Background: an optimization exercise with open tools, aiming at small area. Do not read the settings as production practice. Only simulation tests tie the RTL to the original design; equivalence was not proved. The flow treats the clock pin as an ideal source, which a real chip does not have. No activity file was given, so power comes from the tool's default toggle rates.

==> inputs of willow <==
==> flow/design.v <==
module bcdtc (
    input  wire       clk,
    input  wire       rst,
    input  wire       tick,
    input  wire       change_time,
    input  wire       up_down,
    output wire       ind,
    output wire [3:0] sel,
    output wire [3:0] digit
);
    function [3:0] d10_next(input [3:0] d, input up);
        begin
            d10_next[0] = ~d[0];
            if (up & d[0])
                d10_next[3:1] = {d[2], d[1], ~(d[3] | d[2])};
            else if (~up & ~d[0])
                d10_next[3:1] = {~(d[2] | d[1]), d[3], d[2]};
            else
                d10_next[3:1] = d[3:1];
        end
    endfunction
    function d10_is9(input [3:0] d);
        d10_is9 = d[0] & d[3] & ~d[2];
    endfunction
    function d10_is0(input [3:0] d);
        d10_is0 = ~d[0] & ~d[3] & ~d[1];
    endfunction
    function [3:0] d10_bcd(input [3:0] d);
        d10_bcd = {d[3] & ~d[2], d[2], d[2] ? d[3] : d[1], d[0]};
    endfunction
    function [2:0] d6_next(input [2:0] j, input up);
        d6_next = j ^ (up ? {j[0] & (j[2] | j[1]), j[0] & ~j[2], 1'b1}
                          : {~j[1] & ~j[0], ~j[0] & (j[2] | j[1]), 1'b1});
    endfunction
    function d6_is5(input [2:0] j);
        d6_is5 = j[2] & j[0];
    endfunction
    function d6_is0(input [2:0] j);
        d6_is0 = ~j[2] & ~j[1] & ~j[0];
    endfunction
    function [3:0] d6_bcd(input [2:0] j);
        d6_bcd = {1'b0, j};
    endfunction
    localparam [1:0] SEED_HT = 2'b11;       
    localparam [3:0] SEED_HU = 4'b0011;     
    localparam [2:0] SEED_MT = 3'd5;
    localparam [3:0] SEED_MU = 4'b1001;     
    localparam [2:0] SEED_ST = 3'd3;
    localparam [3:0] SEED_SU = 4'b0000;     
    reg [1:0] ht;
    reg [3:0] hu;
    reg [2:0] mt;
    reg [3:0] mu;
    reg [2:0] st;
    reg [3:0] su;
    reg [3:0] acc;
    reg       pct, pud, md;
    reg [1:0] pos;
    reg [3:0] ph;
    reg [2:0] snap0;
    reg [3:0] snap1;
    reg [2:0] snap2;
    reg [3:0] snap3;
    wire page = md & pct;
    wire dir  = ~md | pud;
    wire su_end = dir ? d10_is9(su) : d10_is0(su);
    wire st_end = dir ? d6_is5(st)  : d6_is0(st);
    wire mu_end = dir ? d10_is9(mu) : d10_is0(mu);
    wire mt_end = dir ? d6_is5(mt)  : d6_is0(mt);
    wire h_zero = d10_is0(hu) & ~ht[0];
    wire acc_last = acc[3] & acc[0];
    wire ms_end   = su_end & st_end & mu_end & mt_end;
    wire en0 = tick & acc_last & (dir | ~(ms_end & h_zero));
    wire en1 = en0 & su_end;
    wire en2 = en1 & st_end;
    wire en3 = en2 & mu_end;
    wire en4 = en0 & ms_end;
    wire h_wrap = dir & ht[1] & hu[0] & hu[1] & ~hu[2];     
    wire [3:0] hu_next = h_wrap ? 4'b0000 : d10_next(hu, dir);
    wire [1:0] ht_next = h_wrap ? 2'b00 :
                         dir ? (d10_is9(hu) ? {ht[0], 1'b1} : ht)
                             : (d10_is0(hu) ? {1'b0, ht[1]} : ht);
    wire [3:0] acc_tog = {acc[0] & (acc[3] | acc[2] & acc[1]), acc[1] & acc[0],
                          acc[0] & ~acc[3], 1'b1};
    always @(posedge clk) begin
        if (rst) begin
            acc <= 4'd0;
            ht <= SEED_HT; hu <= SEED_HU;
            mt <= SEED_MT; mu <= SEED_MU;
            st <= SEED_ST; su <= SEED_SU;
        end else begin
            acc <= acc ^ ({4{tick}} & acc_tog);
            if (en0) su <= d10_next(su, dir);
            if (en1) st <= d6_next(st, dir);
            if (en2) mu <= d10_next(mu, dir);
            if (en3) mt <= d6_next(mt, dir);
            if (en4) begin
                hu <= hu_next;
                ht <= ht_next;
            end
        end
    end
    always @(posedge clk) begin
        pct <= change_time;
        pud <= up_down;
        md  <= ~rst & (md | (change_time ^ pct) | (up_down ^ pud));
    end
    wire ph_off = ph[0] & ph[3];
    wire ph_in  = (~ph[2] & ~ph[3]) | (~ph[1] & ph[2] & ph[3]);
    wire load = ph_off & (&pos);
    always @(posedge clk) begin
        if (rst) begin
            pos <= 2'd0;
            ph  <= 4'd2;
            snap0 <= SEED_MT; snap1 <= SEED_MU; snap2 <= SEED_ST; snap3 <= SEED_SU;
        end else begin
            ph <= {ph[2:0], ph_in};
            if (ph_off) pos <= pos + 2'd1;
            if (load) begin
                if (page) begin
                    snap0 <= {1'b0, ht[1], ht[0] & ~ht[1]}; snap1 <= hu; snap2 <= mt; snap3 <= mu;
                end else begin
                    snap0 <= mt; snap1 <= mu; snap2 <= st; snap3 <= su;
                end
            end
        end
    end
    wire hold = ~ph_off & ~(~ph[0] & ph[1] & ~ph[3]);
    wire [3:0] d_odd  = pos[1] ? snap3 : snap1;
    wire [2:0] d_even = pos[1] ? snap2 : snap0;
    assign ind   = dir;
    assign sel   = {4{hold}} & {pos[1] & pos[0], pos[1] & ~pos[0], ~pos[1] & pos[0], ~pos[1] & ~pos[0]};
    assign digit = pos[0] ? d10_bcd(d_odd) : d6_bcd(d_even);
endmodule
==> flow/flow/run.sh <==
#!/bin/bash
# Own layout flow:
#  1. the standard synthesis (standard.sh synth), unchanged;
#  2. its combinational logic re-mapped for area with four ABC scripts
#     (flow/area1..4.abc) run side by side; the smallest netlist is kept.
#     The registers and their names are kept as they are;
#  3. the standard layout of that netlist, with 1x buffers on the
#     ports, no dummy clock loads and the clock tree's root buffer (which
#     drives only the leaf buffers) sized down.
# Each tool's output goes to a log file of its own in this folder.
set -euo pipefail
W=$(pwd)
R=$W/orfs/results/$FLOW_PLATFORM/bcdtc/base
LIB=$FLOW_HOME/platforms/$FLOW_PLATFORM/lib/sky130_fd_sc_hd__tt_025C_1v80.lib
YOSYS=$(command -v yosys || echo "$FLOW_HOME/../tools/install/yosys/bin/yosys")

bash standard.sh synth > "$W/flow_1_synth.log" 2>&1
cp "$R/1_2_yosys.v" "$W/1_2_yosys_standard.v"

for i in 1 2 3 4; do
  sed -e "s#@LIB@#$LIB#g" -e "s#@TOP@#$FLOW_TOP#g" \
      -e "s#@IN@#$W/1_2_yosys_standard.v#" -e "s#@OUT@#$W/1_2_yosys_remap$i.v#" \
      -e "s#@ABC@#$W/flow/area$i.abc#" -e "s#@STAT@#$W/remap_stat$i.txt#" \
      flow/remap.ys > "$W/remap$i.ys"
  "$YOSYS" -s "$W/remap$i.ys" > "$W/flow_2_remap$i.log" 2>&1 &
done
wait
best=""; best_area=""
for i in 1 2 3 4; do
  a=$(grep -m1 "Chip area" "$W/remap_stat$i.txt" | awk '{print $NF}') || continue
  [ -n "$a" ] || continue
  if [ -z "$best" ] || awk "BEGIN{exit !($a < $best_area)}"; then best=$i; best_area=$a; fi
done
echo "remap: kept script $best, area $best_area" | tee "$W/flow_2_remap.log"

cp "$W/1_2_yosys_remap$best.v" "$R/1_2_yosys.v"
rm -f "$R/1_synth.odb" "$R/1_synth.sdc"
bash standard.sh "BUFFER_PORTS_ARGS=-buffer_cell sky130_fd_sc_hd__buf_1" \
    "CTS_ARGS=-sink_clustering_enable -repair_clock_nets -dont_use_dummy_load" \
    "POST_CTS_TCL=$W/flow/cts_post.tcl" "CTS_ROOT_BUF=sky130_fd_sc_hd__clkbuf_1" finish \
    > "$W/flow_3_layout.log" 2>&1
test -f out/final.def
==> flow/flow/area1.abc <==
strash
&get -n
&deepsyn -T 120 -S 1
&put
dch -f
amap
==> flow/flow/area2.abc <==
strash
&get -n
&deepsyn -T 120 -S 2
&put
&get -n
&dch -f
&nf -a -R 1000
&put
==> flow/flow/area3.abc <==
strash
&get -n
&deepsyn -T 120 -S 3
&put
dch -f
amap
strash
dch -f
amap
==> flow/flow/area4.abc <==
strash
dch -f
amap
strash
dch -f
amap
==> flow/flow/cts_post.tcl <==
# The root buffer of the clock tree drives only the leaf buffers: size it
# down to the smallest clock buffer.
replace_cell clkbuf_0_clk $::env(CTS_ROOT_BUF)
detailed_placement
check_placement -verbose
estimate_parasitics -placement
report_clock_skew
==> flow/flow/remap.ys <==
# Re-map the combinational logic of the standard synthesis for area.
# Registers (and their instance names) are kept as they are.
read_liberty -ignore_miss_func @LIB@
read_verilog @IN@
hierarchy -top @TOP@
setattr -mod -set keep_hierarchy 1 sky130_fd_sc_hd__*df*
flatten
opt_clean -purge
abc -script @ABC@ -liberty @LIB@ -dont_use sky130_fd_sc_hd__lpflow_bleeder_1 -dont_use sky130_fd_sc_hd__lpflow_clkbufkapwr_1 -dont_use sky130_fd_sc_hd__lpflow_clkbufkapwr_16 -dont_use sky130_fd_sc_hd__lpflow_clkbufkapwr_2 -dont_use sky130_fd_sc_hd__lpflow_clkbufkapwr_4 -dont_use sky130_fd_sc_hd__lpflow_clkbufkapwr_8 -dont_use sky130_fd_sc_hd__lpflow_clkinvkapwr_1 -dont_use sky130_fd_sc_hd__lpflow_clkinvkapwr_16 -dont_use sky130_fd_sc_hd__lpflow_clkinvkapwr_2 -dont_use sky130_fd_sc_hd__lpflow_clkinvkapwr_4 -dont_use sky130_fd_sc_hd__lpflow_clkinvkapwr_8 -dont_use sky130_fd_sc_hd__lpflow_decapkapwr_12 -dont_use sky130_fd_sc_hd__lpflow_decapkapwr_3 -dont_use sky130_fd_sc_hd__lpflow_decapkapwr_4 -dont_use sky130_fd_sc_hd__lpflow_decapkapwr_6 -dont_use sky130_fd_sc_hd__lpflow_decapkapwr_8 -dont_use sky130_fd_sc_hd__lpflow_inputiso0n_1 -dont_use sky130_fd_sc_hd__lpflow_inputiso0p_1 -dont_use sky130_fd_sc_hd__lpflow_inputiso1n_1 -dont_use sky130_fd_sc_hd__lpflow_inputiso1p_1 -dont_use sky130_fd_sc_hd__lpflow_inputisolatch_1 -dont_use sky130_fd_sc_hd__lpflow_isobufsrc_1 -dont_use sky130_fd_sc_hd__lpflow_isobufsrc_16 -dont_use sky130_fd_sc_hd__lpflow_isobufsrc_2 -dont_use sky130_fd_sc_hd__lpflow_isobufsrc_4 -dont_use sky130_fd_sc_hd__lpflow_isobufsrc_8 -dont_use sky130_fd_sc_hd__lpflow_isobufsrckapwr_16 -dont_use sky130_fd_sc_hd__lpflow_lsbuf_lh_hl_isowell_tap_1 -dont_use sky130_fd_sc_hd__lpflow_lsbuf_lh_hl_isowell_tap_2 -dont_use sky130_fd_sc_hd__lpflow_lsbuf_lh_hl_isowell_tap_4 -dont_use sky130_fd_sc_hd__lpflow_lsbuf_lh_isowell_4 -dont_use sky130_fd_sc_hd__lpflow_lsbuf_lh_isowell_tap_1 -dont_use sky130_fd_sc_hd__lpflow_lsbuf_lh_isowell_tap_2 -dont_use sky130_fd_sc_hd__lpflow_lsbuf_lh_isowell_tap_4 -dont_use sky130_fd_sc_hd__probe_p_8 -dont_use sky130_fd_sc_hd__probec_p_8 
opt_clean -purge
splitnets
opt_clean -purge
hilomap -singleton -hicell sky130_fd_sc_hd__conb_1 HI -locell sky130_fd_sc_hd__conb_1 LO
insbuf -buf sky130_fd_sc_hd__buf_1 A X
tee -o @STAT@ stat -liberty @LIB@
select @TOP@
write_verilog -noattr -nohex -nodec -selected @OUT@
==> flow/standard.sh <==
#!/bin/bash
# synth_recipe.tcl (not shown) runs the flow's synth.tcl, then flattens the netlist and writes it again
# the make line also repeats each setting of config.mk as NAME=value (left out here)
make -C /OpenROAD-flow-scripts/flow DESIGN_CONFIG=/design/flow/config.mk WORK_HOME=/design/flow/orfs CLKGATE_MAP_FILE= SYNTH_SCRIPT=/design/flow/synth_recipe.tcl "${@:-finish}"
==> flow/config.mk <==
export PLATFORM = sky130hd
export DESIGN_NAME = bcdtc
export DESIGN_NICKNAME = bcdtc
export VERILOG_FILES = /design/flow/design.v
export SDC_FILE = /design/flow/constraint.sdc
export NUM_CORES = 4
export LEC_CHECK = 0
export ABC_AREA = 1
export CAP_MARGIN = 20
export CORE_MARGIN = 2
export CORE_UTILIZATION = 40
export SLEW_MARGIN = 20
==> flow/constraint.sdc <==
create_clock -name core_clock -period 10.0 [get_ports {clk}]
set_input_delay 2.0000 -clock core_clock [delete_from_list [all_inputs] [get_ports {clk}]]
set_output_delay 2.0000 -clock core_clock [all_outputs]
set_load 0.01 [all_outputs]
==> maple (differences from willow) <==
--- a/flow/design.v
+++ b/flow/design.v
@@ -69,5 +69,5 @@
     wire mt_end = dir ? d6_is5(mt)  : d6_is0(mt);
     wire h_zero = d10_is0(hu) & ~ht[0];
-    wire acc_last = acc[3] & acc[0];
+    wire acc_last = d10_is9(acc);
     wire ms_end   = su_end & st_end & mu_end & mt_end;
     wire en0 = tick & acc_last & (dir | ~(ms_end & h_zero));
@@ -81,6 +81,4 @@
                          dir ? (d10_is9(hu) ? {ht[0], 1'b1} : ht)
                              : (d10_is0(hu) ? {1'b0, ht[1]} : ht);
-    wire [3:0] acc_tog = {acc[0] & (acc[3] | acc[2] & acc[1]), acc[1] & acc[0],
-                          acc[0] & ~acc[3], 1'b1};
     always @(posedge clk) begin
         if (rst) begin
@@ -90,5 +88,5 @@
             st <= SEED_ST; su <= SEED_SU;
         end else begin
-            acc <= acc ^ ({4{tick}} & acc_tog);
+            if (tick) acc <= d10_next(acc, 1'b1);
             if (en0) su <= d10_next(su, dir);
             if (en1) st <= d6_next(st, dir);
==> flow/flow/run.sh (replaced) <==
#!/bin/bash
# Own layout flow:
#  1. the standard synthesis (standard.sh synth), unchanged;
#  2. its combinational logic re-mapped for area with the ABC scripts
#     flow/area*.abc (deepsyn with several seeds, then amap), run side by
#     side; the smallest netlist is kept. The registers and their names are
#     kept as they are;
#  3. the standard layout of that netlist, with 1x buffers on the
#     ports, no dummy clock loads and the clock tree's root buffer (which
#     drives only the leaf buffers) sized down.
# Each tool's output goes to a log file of its own in this folder.
set -euo pipefail
W=$(pwd)
R=$W/orfs/results/$FLOW_PLATFORM/bcdtc/base
LIB=$FLOW_HOME/platforms/$FLOW_PLATFORM/lib/sky130_fd_sc_hd__tt_025C_1v80.lib
YOSYS=$(command -v yosys || echo "$FLOW_HOME/../tools/install/yosys/bin/yosys")
JOBS=${NUM_CORES:-4}

bash standard.sh synth > "$W/flow_1_synth.log" 2>&1
cp "$R/1_2_yosys.v" "$W/1_2_yosys_standard.v"

remap() {
  local i=$1
  sed -e "s#@LIB@#$LIB#g" -e "s#@TOP@#$FLOW_TOP#g" \
      -e "s#@IN@#$W/1_2_yosys_standard.v#" -e "s#@OUT@#$W/1_2_yosys_remap$i.v#" \
      -e "s#@ABC@#$W/flow/area$i.abc#" -e "s#@STAT@#$W/remap_stat$i.txt#" \
      flow/remap.ys > "$W/remap$i.ys"
  "$YOSYS" -s "$W/remap$i.ys" > "$W/flow_2_remap$i.log" 2>&1 || true
}
n=0
for f in flow/area*.abc; do
  i=$(basename "$f" .abc); i=${i#area}
  remap "$i" &
  n=$((n + 1))
  if [ $((n % JOBS)) -eq 0 ]; then wait; fi
done
wait
best=""; best_area=""
for f in flow/area*.abc; do
  i=$(basename "$f" .abc); i=${i#area}
  [ -f "$W/remap_stat$i.txt" ] && [ -f "$W/1_2_yosys_remap$i.v" ] || continue
  a=$(grep -m1 "Chip area" "$W/remap_stat$i.txt" | awk '{print $NF}')
  [ -n "$a" ] || continue
  echo "script $i: area $a" >> "$W/flow_2_remap.log"
  if [ -z "$best" ] || awk "BEGIN{exit !($a < $best_area)}"; then best=$i; best_area=$a; fi
done
echo "remap: kept script $best, area $best_area" >> "$W/flow_2_remap.log"

cp "$W/1_2_yosys_remap$best.v" "$R/1_2_yosys.v"
rm -f "$R/1_synth.odb" "$R/1_synth.sdc"
bash standard.sh "BUFFER_PORTS_ARGS=-buffer_cell sky130_fd_sc_hd__buf_1" \
    "CTS_ARGS=-sink_clustering_enable -repair_clock_nets -dont_use_dummy_load" \
    "POST_CTS_TCL=$W/flow/cts_post.tcl" "CTS_ROOT_BUF=sky130_fd_sc_hd__clkbuf_4" "CTS_LEAF_BUF=sky130_fd_sc_hd__clkbuf_4" "CTS_LEAF_SLEW=0.112" finish \
    > "$W/flow_3_layout.log" 2>&1
test -f out/final.def
==> flow/flow/area1.abc (replaced) <==
strash
&get -n
&deepsyn -J 200 -T 300 -S 1
&put
dch -f
amap
==> flow/flow/area2.abc (replaced) <==
strash
&get -n
&deepsyn -J 200 -T 300 -S 2
&put
dch -f
amap
==> flow/flow/area3.abc (replaced) <==
strash
&get -n
&deepsyn -J 200 -T 300 -S 3
&put
dch -f
amap
==> flow/flow/area4.abc (replaced) <==
strash
&get -n
&deepsyn -J 200 -T 300 -S 4
&put
dch -f
amap
==> flow/flow/area5.abc (new file) <==
strash
&get -n
&deepsyn -J 200 -T 300 -S 5
&put
dch -f
amap
==> flow/flow/area6.abc (new file) <==
strash
&get -n
&deepsyn -J 200 -T 300 -S 6
&put
dch -f
amap
==> flow/flow/area7.abc (new file) <==
strash
&get -n
&deepsyn -J 200 -T 300 -S 7
&put
dch -f
amap
==> flow/flow/area8.abc (new file) <==
strash
&get -n
&deepsyn -J 200 -T 300 -S 8
&put
dch -f
amap
==> flow/flow/area9.abc (new file) <==
strash
dch -f
amap
strash
dch -f
amap
==> flow/flow/cts_post.tcl (replaced) <==
# Size the clock tree that CTS built: the root buffer drives only the leaf
# buffers and gets CTS_ROOT_BUF; each leaf buffer gets CTS_LEAF_BUF if the
# estimated slew at its register clock pins stays within CTS_LEAF_SLEW (ns),
# else it keeps the buffer CTS gave it.
replace_cell clkbuf_0_clk $::env(CTS_ROOT_BUF)
estimate_parasitics -placement
proc leaf_max_slew {name} {
  set net [get_nets -of_objects [get_pins $name/X]]
  set mx 0
  foreach p [get_pins -of_objects $net -filter "direction==input"] {
    set s [get_property $p slew_max]
    if {$s > $mx} { set mx $s }
  }
  return $mx
}
foreach inst [get_cells clkbuf_*_f_clk] {
  set name [get_full_name $inst]
  set orig [get_property $inst ref_name]
  replace_cell $name $::env(CTS_LEAF_BUF)
  estimate_parasitics -placement
  set s [leaf_max_slew $name]
  if {$s > $::env(CTS_LEAF_SLEW)} {
    replace_cell $name $orig
    estimate_parasitics -placement
    puts "clock leaf $name: kept $orig (slew [format %.3f $s] ns with $::env(CTS_LEAF_BUF))"
  } else {
    puts "clock leaf $name: $::env(CTS_LEAF_BUF) (slew [format %.3f $s] ns)"
  }
}
detailed_placement
check_placement -verbose
estimate_parasitics -placement
report_clock_skew
--- a/flow/config.mk
+++ b/flow/config.mk
@@ -10,3 +10,5 @@
 export CORE_MARGIN = 2
 export CORE_UTILIZATION = 40
+export GPL_TIMING_DRIVEN = 0
+export PLACE_DENSITY = 0.9
 export SLEW_MARGIN = 20
==> qor summary <==
quantity                                                                maple                           willow
Run status                                   no timing/DRC/antenna violations  no timing/DRC/antenna violations
Crit path time final                                                  5.04 ns                          4.86 ns
N_taps                                                                     67                               70
Number of fill cells in the layout                                        474                              548
Worst Path Required                                                  10.23 ns                         10.44 ns
Power density over the cells                                       135 nW/um2                       131 nW/um2
Routed length on met3                                                  308 um                           169 um
Horiz. Die Dim                                                        74.9 um                          75.5 um
Hold Crit Start                                              ph[2]$_SDFF_PP0_                 ph[1]$_SDFF_PP1_
Number of cells in the design after placement                             337                              361
Worst flop-to-flop path endpoint                           ht[1]$_SDFFE_PP1P_               ht[0]$_SDFFE_PP1P_
Cell class ranked first by area                              sequential cells  multi-input combinational cells
WL met2                                                               2280 um                          1870 um
Fraction of layout cells with a size suffix above 1                    0.0218                           0.0270
GR Util met1                                                            0.215                            0.247
Worst clock skew                                                    0.0243 ns                        0.0178 ns
Number of inverters outside the clock class in the layout                  47                               42
Die outline area                                                     5610 um2                         5700 um2
Number of buffers outside the clock class in the layout                    13                               17
Worst hold endpoint                                          ph[3]$_SDFF_PP0_                 ph[2]$_SDFF_PP0_
Worst setup path endpoint                                  ht[1]$_SDFFE_PP1P_               ht[0]$_SDFFE_PP1P_
Power in the clock group                                              88.6 uW                          92.9 uW
Fraction of cell area in non-clock buffers                             0.0222                           0.0347
Power drawn by the sequential cells                                    192 uW                           191 uW

## re-timing with driven ports
The flow's constraints put no driver on any port. The routed layouts listed below were extracted and timed again, unchanged, in two steps.
Step 1, drivers: a clkbuf_16 drives clk and a buf_2 each remaining input, both assumed.
Step 2 times the ports against the registers' clock, not the clock port: input delays grow and output delays shrink by t, the midpoint of the rising clock arrivals with the driver on.
a / b / c = no drivers / after step 1 / after step 2; a / b = the first two.
run	t (ns)	slack for setup (ns)	clock arrival spread, ns	worst data-port slew with drivers (ns)
willow	0.555	5.137 / 5.141 / 4.585	0.018 / 0.019	0.03
maple	0.377	4.963 / 4.965 / 4.588	0.024 / 0.024	0.03
After both steps every run listed still meets setup and hold. For willow, which loses most, drivers alone change the setup slack by +0.004 ns; drivers and shift together by -0.552 ns.
